From an optimization exercise on the open Yosys and OpenROAD flow, aimed at small area, a short achievable clock period and few clock cycles; shortcuts taken in it are not production practice. Where RTL was checked, it was by simulation tests only, not by an equivalence proof against the original. Power figures rest on the tool's default switching activity, not on a simulated workload.

// sfla
module sfla (
    input  wire       clk,
    input  wire       rst,         
    input  wire       cmd_valid,
    output wire       cmd_ready,
    input  wire [7:0] cmd_data,
    input  wire       cmd_last,
    output wire       rsp_valid,
    input  wire       rsp_ready,
    output wire [7:0] rsp_data,
    output wire       rsp_last
);
    localparam [2:0] ST_OK = 3'd0, ST_INVALID_BANK = 3'd1, ST_UNSUP_BANK = 3'd2,
                     ST_UNKNOWN_NAME = 3'd3, ST_NULL_INPUT = 3'd4,
                     ST_MASK_SHORT = 3'd5, ST_NO_FILTER = 3'd6, ST_ILLEGAL = 3'd7;
    localparam [2:0] T_STATUS = 3'd0, T_MATCH = 3'd1, T_FREAD = 3'd2, T_AREAD = 3'd3,
                     T_APPLY = 3'd4, T_LFMT = 3'd5, T_UNK = 3'd6;
    localparam QD = 6;             
    localparam QB = 3;             
    integer i;
    function [7:0] pchar(input [2:0] s, input [2:0] q);
        reg [8*7-1:0] t;
        begin
            case (s)
  ...
clock: 10.0 ns
lec_check: 0
cap_margin: 20
core_margin: 2
core_utilization: 60
cts_cluster_diameter: 70
cts_cluster_size: 25
slew_margin: 20
standard.sh (not shown) runs the stock make flow with config.mk's settings and CLKGATE_MAP_FILE= SYNTH_SCRIPT=/design/flow/synth_recipe.tcl, a recipe that flattens the netlist after the stock synthesis.
==> flow/flow/run.sh <==
#!/bin/bash
# Standard ORFS layout, with repair_timing aiming well past the clock period
# (a larger setup slack margin); the clock and constraints are unchanged.
set -euo pipefail
bash standard.sh SETUP_SLACK_MARGIN=7 finish > orfs_make.log 2>&1
The starting point went through all stages and came out clean.
Testbench counts at the start, summed over its fixed seeds: cycles 17,576.
==> next run, changes <==
Settings changed: CORE_UTILIZATION 60 to 50.
Effect: Utilization shrinks by 11 points; routed wire length shrinks by 2.7%; via count shrinks by 1.7%; synthesized area is unchanged; combinational power hardly moves; global-route usage drops by 5.9 points.
==> next run, changes <==
--- a/flow/flow/run.sh
+++ b/flow/flow/run.sh
@@ -4,2 +4,2 @@
 set -euo pipefail
-bash standard.sh SETUP_SLACK_MARGIN=7 finish > orfs_make.log 2>&1
+bash standard.sh SETUP_SLACK_MARGIN=6.5 finish > orfs_make.log 2>&1
Effect:
- worst setup slack degrades by 200 ps
- die area is unchanged
- register-to-register slack degrades by 230 ps
- count of clock-buffer cells in the layout came out lower by 1
- critical path depth came out higher by 10
- routed wire length came out lower by about 7%
- global-route usage came out lower by 1.6 points
- clock power came out higher by about 3%
- worst hold slack degrades by 12 ps
- power came out lower by about 0.9%
- fmax came out lower by 5.7%

Another version of the RTL of sfla (not shown whole).
For scale: ~1300 flip-flops, roughly 24 I/O pins, about 0.048 mm^2 of cells after synthesis.
clock: 10.0 ns
lec_check: 0
cap_margin: 20
core_margin: 2
core_utilization: 50
slew_margin: 20
==> flow/flow/run.sh <==
#!/bin/bash
# Standard ORFS layout, with repair_timing aiming well past the clock period
# (a larger setup slack margin); the clock and constraints are unchanged.
set -euo pipefail
bash standard.sh SETUP_SLACK_MARGIN=7 finish > orfs_make.log 2>&1
==> next run, changes <==
==> flow/run.sh (new file) <==
#!/bin/bash
# synth_recipe.tcl (not shown) runs the flow's synth.tcl, then flattens the netlist and writes it again
# the make line also repeats each setting of config.mk as NAME=value (left out here)
make -C /OpenROAD-flow-scripts/flow DESIGN_CONFIG=/design/flow/config.mk WORK_HOME=/design/flow/orfs CLKGATE_MAP_FILE= SYNTH_SCRIPT=/design/flow/synth_recipe.tcl finish
CTS_CLUSTER_DIAMETER = 70   (was not set)
CTS_CLUSTER_SIZE = 25   (was not set)
SETUP_SLACK_MARGIN = 5   (was not set)
removed: flow/flow/run.sh
removed: flow/standard.sh
Setup slack is worse by 0.91 ns.
Clock-buffer cell count goes down by 105.
Cell area goes down by roughly a tenth.
Register-to-register slack is worse by 0.91 ns.
==> next run, changes <==
CTS_CLUSTER_DIAMETER = not set   (was 70)
CTS_CLUSTER_SIZE = not set   (was 25)
The changed run finished clean.
Register-to-register slack gets better by 0.06 ns.
Wire length went up slightly.
Synthesized cell count stays the same.
Synthesized area is unchanged.
Setup slack gains 0.061 ns.
Die area does not change.
Critical path depth is unchanged.
Design area is higher by a few percent.
No run of this note included a check of the RTL's function; only the layout flow was run.

== lane 4 ==
sfla, a different RTL version from the one above (not shown whole).
Size: roughly 3800 cells after synthesis, about 24 I/O pins, roughly 0.048 mm2 of cells after synthesis.
clock: 10.0 ns
lec_check: 0
cap_margin: 20
core_margin: 2
core_utilization: 40
slew_margin: 20
run.sh (not shown) runs the stock make flow with config.mk's settings and CLKGATE_MAP_FILE= SYNTH_SCRIPT=/design/flow/synth_recipe.tcl, a recipe that flattens the netlist after the stock synthesis.
Stock flow here: none of the scripts above is used.
Testbench counts of lane 4, summed over its fixed seeds: cycles 17,920.
[inputs] lane 2 vs lane 4
- changing CORE_UTILIZATION from 40 to 50
- setting SETUP_SLACK_MARGIN to 5 for the first time
- setting ABC_CLOCK_PERIOD_IN_PS to 3500 for the first time
Results
~same routed wire length in lane 4 and lane 2. Re count of placed standard cells in the final layout, fillers left out: lane 4 was higher than lane 2. In lane 2, the final critical-path share of the clock period came out 5.7 points below the value in lane 4. The final reports for lane 2 and lane 4 show proportion of cell area spent on the clock network lower in the former. Lane 4 vs lane 2, highest-delay cell along the critical path: o21ba_2 vs or4_1.

sfla, a different RTL version from the one above (not shown whole).
Size in the first run: roughly 4200 cells after synthesis, about 0.053 sq mm of cells after synthesis.
clock: 10.0 ns
lec_check: 0
cap_margin: 20
core_margin: 2
core_utilization: 50
cts_cluster_diameter: 70
cts_cluster_size: 25
slew_margin: 20
standard.sh (not shown) runs the stock make flow with config.mk's settings and CLKGATE_MAP_FILE= SYNTH_SCRIPT=/design/flow/synth_recipe.tcl, a recipe that flattens the netlist after the stock synthesis.
==> flow/flow/run.sh <==
#!/bin/bash
# Standard ORFS layout, with repair_timing aiming well past the clock period
# (a larger setup slack margin); the clock and constraints are unchanged.
set -euo pipefail
bash standard.sh SETUP_SLACK_MARGIN=6.5 finish > orfs_make.log 2>&1
Testbench counts at the start, summed over its fixed seeds: cycles 17,576.
Change:
--- a/flow/flow/run.sh
+++ b/flow/flow/run.sh
@@ -5 +5 @@
-bash standard.sh SETUP_SLACK_MARGIN=6.5 finish > orfs_make.log 2>&1
+bash standard.sh SETUP_SLACK_MARGIN=6 finish > orfs_make.log 2>&1
Effect:
- first-iteration DRC count fell by about 9%
- setup slack gets worse by 0.24 ns
- clock skew rose by 0.028 ns
- die area is unchanged
- wire length came out lower by about 4.4%
- non-clock buffer count goes down by 92
- via count goes down by about 2%
- critical path depth goes up by 1
- final cell count went down by 1.8%
- maximum frequency goes down by about 6%

-- re-timing with driven ports --
How much do the figures lean on ideal ports? The routed layouts below were timed once more, with nothing changed but the port constraints.
Step 1 sets driving cells, clkbuf_16 on the clock port and buf_2 on the other inputs (assumed; they add their load-dependent delay and slew).
Step 2 moves the port delays by t, midway between the first and last clock arrival at a register: inputs arrive t later, outputs are due t later. That takes back most of the time a late clock gives input paths.
Slacks: no drivers / after step 1 / after step 2; pairs: no drivers / after step 1.
| run | shift t [ns] | setup slack, ns | worst hold slack (ns) |
|---|---|---|---|
| the first run of note 1 | 0.734 | 6.635 / 6.622 / 6.303 | 0.323 / 0.323 / 0.323 |
| the second run of note 1 | 0.752 | 6.663 / 6.595 / 6.298 | 0.323 / 0.323 / 0.323 |
| the third run of note 1 | 0.764 | 6.461 / 6.461 / 6.047 | 0.310 / 0.310 / 0.310 |
| the first run of note 2 | 0.815 | 6.013 / 6.013 / 5.599 | 0.296 / 0.296 / 0.296 |
| the second run of note 2 | 0.740 | 5.106 / 5.106 / 4.838 | 0.321 / 0.321 / 0.321 |
| the third run of note 2 | 0.807 | 5.167 / 5.167 / 4.830 | 0.308 / 0.308 / 0.308 |
| lane 4 | 0.794 | 4.480 / 4.480 / 4.480 | 0.306 / 0.306 / 0.306 |
| lane 2 | 0.818 | 5.054 / 5.054 / 4.653 | 0.301 / 0.301 / 0.301 |
| the first run of note 4 | 0.767 | 6.310 / 6.310 / 5.726 | 0.315 / 0.315 / 0.315 |
| the second run of note 4 | 0.766 | 6.072 / 6.067 / 5.365 | 0.302 / 0.302 / 0.302 |
After both steps setup and hold are still met in every run listed. The setup slack of the second run of note 4, which loses most, moves by -0.005 ns with the drivers and by -0.707 ns with both steps.
